This design comes from an exercise in tuning for small area, a short achievable clock period and few clock cycles on the open sky130 flow, not from production work.
The RTL was checked by simulation tests, not by an equivalence proof against the original design.

==> branch nickel: inputs <==
Design nfb_blit, start of the top module:
module nfb_blit (
    input  wire        clk,
    input  wire        rst,           
    input  wire        start,         
    input  wire [15:0] start_len,     
    input  wire [1:0]  start_phase,   
    input  wire [3:0]  p_hue,         
    input  wire [9:0]  p_sat,         
    input  wire [9:0]  p_con,         
    input  wire [7:0]  p_bri,         
    input  wire [8:0]  p_sharp,       
    input  wire [8:0]  p_bleed,       
    input  wire        in_valid,
    input  wire [15:0] in_pix,
    output wire        in_ready,
    output reg         out_valid,
    output reg  [15:0] out_pix,
    output reg         done,
    output reg  [1:0]  phase_out,
    output reg         busy
);
    function [17:0] recode;       
        input [9:0] k;
        reg [12:0] kk;
        integer j;
        begin
            kk = {2'b00, k, 1'b0};
            for (j = 0; j < 6; j = j + 1) begin
                recode[j]      = kk[2*j+1] ^ kk[2*j];
                recode[6 + j]  = (kk[2*j+2] & ~kk[2*j+1] & ~kk[2*j]) | (~kk[2*j+2] & kk[2*j+1] & kk[2*j]);
                recode[12 + j] = kk[2*j+2] & ~(kk[2*j+1] & kk[2*j]);
            end
        end
    endfunction
    reg              empty_r;      
    reg [8:0]        sharp_r;
    reg [7:0]        bri_r;
    reg [5:0]        dcon_one, dcon_two, dcon_neg;
    reg [5:0]        dsat_one, dsat_two, dsat_neg;
    reg [4:0]        dbl_one, dbl_two, dbl_neg;
    reg [4:0]        dsp_one, dsp_two, dsp_neg;      
    reg              hc_hi, hc_lo, hc_222, hc_n;      
    reg              hs_hi, hs_lo, hs_222, hs_n;      
    function [7:0] hcode;         
        input [3:0] h;
        reg [3:0] hcode_c, hcode_s;
        begin
        case (h)
  ...
Settings: LEC_CHECK=0, CAP_MARGIN=20, CORE_MARGIN=2, CORE_UTILIZATION=55, CTS_CLUSTER_DIAMETER=100, CTS_CLUSTER_SIZE=30, SLEW_MARGIN=20; clock period 24.0 ns.
standard.sh (not shown) runs the stock make flow with config.mk's settings and CLKGATE_MAP_FILE= SYNTH_SCRIPT=/design/flow/synth_recipe.tcl, a recipe that flattens the netlist after the stock synthesis.
==> flow/flow/run.sh <==
#!/bin/bash
# The standard layout (the standard.sh, unchanged synthesis and steps),
# with ORFS's timing repair aiming for a setup slack of SETUP_SLACK_MARGIN ns
# at the design's clock period, i.e. for a shorter achieved period. The
# clock period and constraints are the design's. make's output goes to
# flow_make.log; each ORFS step writes its own log under orfs/logs/.
set -euo pipefail
cd "$(dirname "$0")/.."
bash standard.sh SETUP_SLACK_MARGIN=18 finish > flow_make.log 2>&1
==> branch willow: changes against branch nickel <==
==> flow/config.mk (replaced) <==
export PLATFORM = sky130hd
export DESIGN_NAME = nfb_blit
export DESIGN_NICKNAME = nfb_blit
export VERILOG_FILES = /design/flow/design.v
export SDC_FILE = /design/flow/constraint.sdc
export NUM_CORES = 4
export LEC_CHECK = 0
export CAP_MARGIN = 20
export CORE_MARGIN = 2
export CORE_UTILIZATION = 65
export CTS_CLUSTER_DIAMETER = 100
export CTS_CLUSTER_SIZE = 24
export SLEW_MARGIN = 20
==> branch quartz: changes against branch nickel <==
--- a/flow/design.v
+++ b/flow/design.v
@@ -27,17 +27,18 @@
             kk = {2'b00, k, 1'b0};
             for (j = 0; j < 6; j = j + 1) begin
                 recode[j]      = kk[2*j+1] ^ kk[2*j];
                 recode[6 + j]  = (kk[2*j+2] & ~kk[2*j+1] & ~kk[2*j]) | (~kk[2*j+2] & kk[2*j+1] & kk[2*j]);
                 recode[12 + j] = kk[2*j+2] & ~(kk[2*j+1] & kk[2*j]);
             end
         end
     endfunction
-    reg              empty_r;      
+    reg [15:0]       len_r;
+    reg [1:0]        ph_r;
     reg [8:0]        sharp_r;
     reg [7:0]        bri_r;
     reg [5:0]        dcon_one, dcon_two, dcon_neg;
     reg [5:0]        dsat_one, dsat_two, dsat_neg;
     reg [4:0]        dbl_one, dbl_two, dbl_neg;
     reg [4:0]        dsp_one, dsp_two, dsp_neg;      
     reg              hc_hi, hc_lo, hc_222, hc_n;      
     reg              hs_hi, hs_lo, hs_222, hs_n;      
@@ -3656,16 +3657,18 @@
     wire [7:0] ch_g = clamp8(fg);
     wire [7:0] ch_b = clamp8(fb);
     wire [17:0] rc_con = recode(p_con);
     wire [17:0] rc_sat = recode(p_sat);
     wire [17:0] rc_bl  = recode({1'b0, p_bleed});
     wire [17:0] rc_sp  = recode(10'd256 - {1'b0, sharp_r});
     always @(posedge clk) begin
         if (!busy) begin
+            len_r    <= start_len;
+            ph_r     <= start_phase;
             sharp_r  <= p_sharp;
             bri_r    <= p_bri;
             {dcon_neg, dcon_two, dcon_one} <= rc_con;
             {dsat_neg, dsat_two, dsat_one} <= rc_sat;
             {dbl_neg, dbl_two, dbl_one}    <= {rc_bl[16:12], rc_bl[10:6], rc_bl[4:0]};
             {hc_hi, hc_lo, hc_222, hc_n}   <= hcode_p[7:4];
             {hs_hi, hs_lo, hs_222, hs_n}   <= hcode_p[3:0];
         end
@@ -3734,37 +3737,36 @@
             e3        <= ew;
             l3        <= lw;
             e4        <= e3;
             l4        <= l3;
             out_valid <= e4;
             done      <= 1'b0;
             if (start && !busy)
                 busy <= 1'b1;
-            if (v0 && busy)
+            if (v0)
                 pc <= (pc == 2'd2) ? 2'd0 : pc + 2'd1;
             if (ew)
                 {pe2, pe1, pe0, pen} <= {pe1, pe0, pe2, !pe2};
             if (step && warm != 2'd2)
                 warm <= warm + 2'd1;
-            if (start && !busy) begin
-                rem  <= start_len;
-                rdy  <= (start_len != 16'd0);
-                pc   <= start_phase;
-                pe0  <= (start_phase == 2'd2);
-                pe1  <= (start_phase == 2'd0);
-                pe2  <= (start_phase == 2'd1);
-                pen  <= (start_phase != 2'd2);
+            if (st) begin
+                rem  <= len_r;
+                rdy  <= (len_r != 16'd0);
+                pc   <= ph_r;
+                pe0  <= (ph_r == 2'd2);
+                pe1  <= (ph_r == 2'd0);
+                pe2  <= (ph_r == 2'd1);
+                pen  <= (ph_r != 2'd2);
                 warm <= 2'd0;
-                empty_r <= (start_len == 16'd0);
             end else if (v0) begin
                 rem <= rem - 16'd1;
             end
-            if (rdy && in_valid && (v0 ? (rem == 16'd2) : (rem == 16'd1)))
+            if (!st && rdy && in_valid && (v0 ? (rem == 16'd2) : (rem == 16'd1)))
                 rdy <= 1'b0;
-            if ((st && empty_r) || l4) begin
+            if ((st && len_r == 16'd0) || l4) begin
                 busy      <= 1'b0;
                 done      <= 1'b1;
-                phase_out <= pc;
+                phase_out <= (st ? ph_r : pc);
             end
         end
     end
 endmodule
==> flow/config.mk (replaced) <==
export PLATFORM = sky130hd
export DESIGN_NAME = nfb_blit
export DESIGN_NICKNAME = nfb_blit
export VERILOG_FILES = /design/flow/design.v
export SDC_FILE = /design/flow/constraint.sdc
export NUM_CORES = 4
export LEC_CHECK = 0
export CAP_MARGIN = 20
export CORE_MARGIN = 2
export CORE_UTILIZATION = 40
export SLEW_MARGIN = 20
==> summary of the runs <==
Branch willow went through all stages and came out clean. Branch nickel completed without violations. Branch quartz finished with timing, DRC and antenna clean.
Against branch quartz, the first-iteration DRC count of branch nickel is lower by 15%.
The lowest design area belongs to branch willow, the highest to branch quartz.
In branch nickel the non-clock buffer count is lower than in branch willow, by 16.
In branch nickel the fmax is lower than in branch willow, by about 0.7%.
Global-route usage: branch quartz < branch nickel < branch willow.
Testbench counts of branch nickel, summed over its fixed seeds: cycles 18,824.
Testbench counts of branch willow, summed over its fixed seeds: cycles 18,824.
Testbench counts of branch quartz, summed over its fixed seeds: cycles 18,888.

==> re-timing with driven ports <==
The results above use ideal ports. As a check the final layouts listed here were re-extracted and re-timed, cells and wires unchanged.
Step 1 sets driving cells, clkbuf_16 on the clock port and buf_2 on the other inputs (assumed; they add their load-dependent delay and slew).
Step 2 times the ports against the registers' clock, not the clock port: input delays grow and output delays shrink by t, the midpoint of the rising clock arrivals with the driver on.
a / b / c = ideal ports / drivers / drivers and shift; a / b = the first two.
run	shift t [ns]	slack for setup (ns)	hold slack, ns	worst setup path at the end	clock arrival spread, ns
branch nickel	0.764	17.953 / 17.870 / 17.429	0.324 / 0.324 / 0.324	input to register	0.073 / 0.073
branch willow	0.770	17.994 / 17.914 / 17.482	0.332 / 0.332 / 0.332	input to register	0.055 / 0.055
branch quartz	0.820	17.921 / 17.831 / 17.484	0.316 / 0.316 / 0.316	input to register	0.072 / 0.072
After both steps setup and hold are still met in every run listed. The setup slack of branch nickel, which loses most, moves by -0.083 ns with the drivers and by -0.524 ns with both steps.
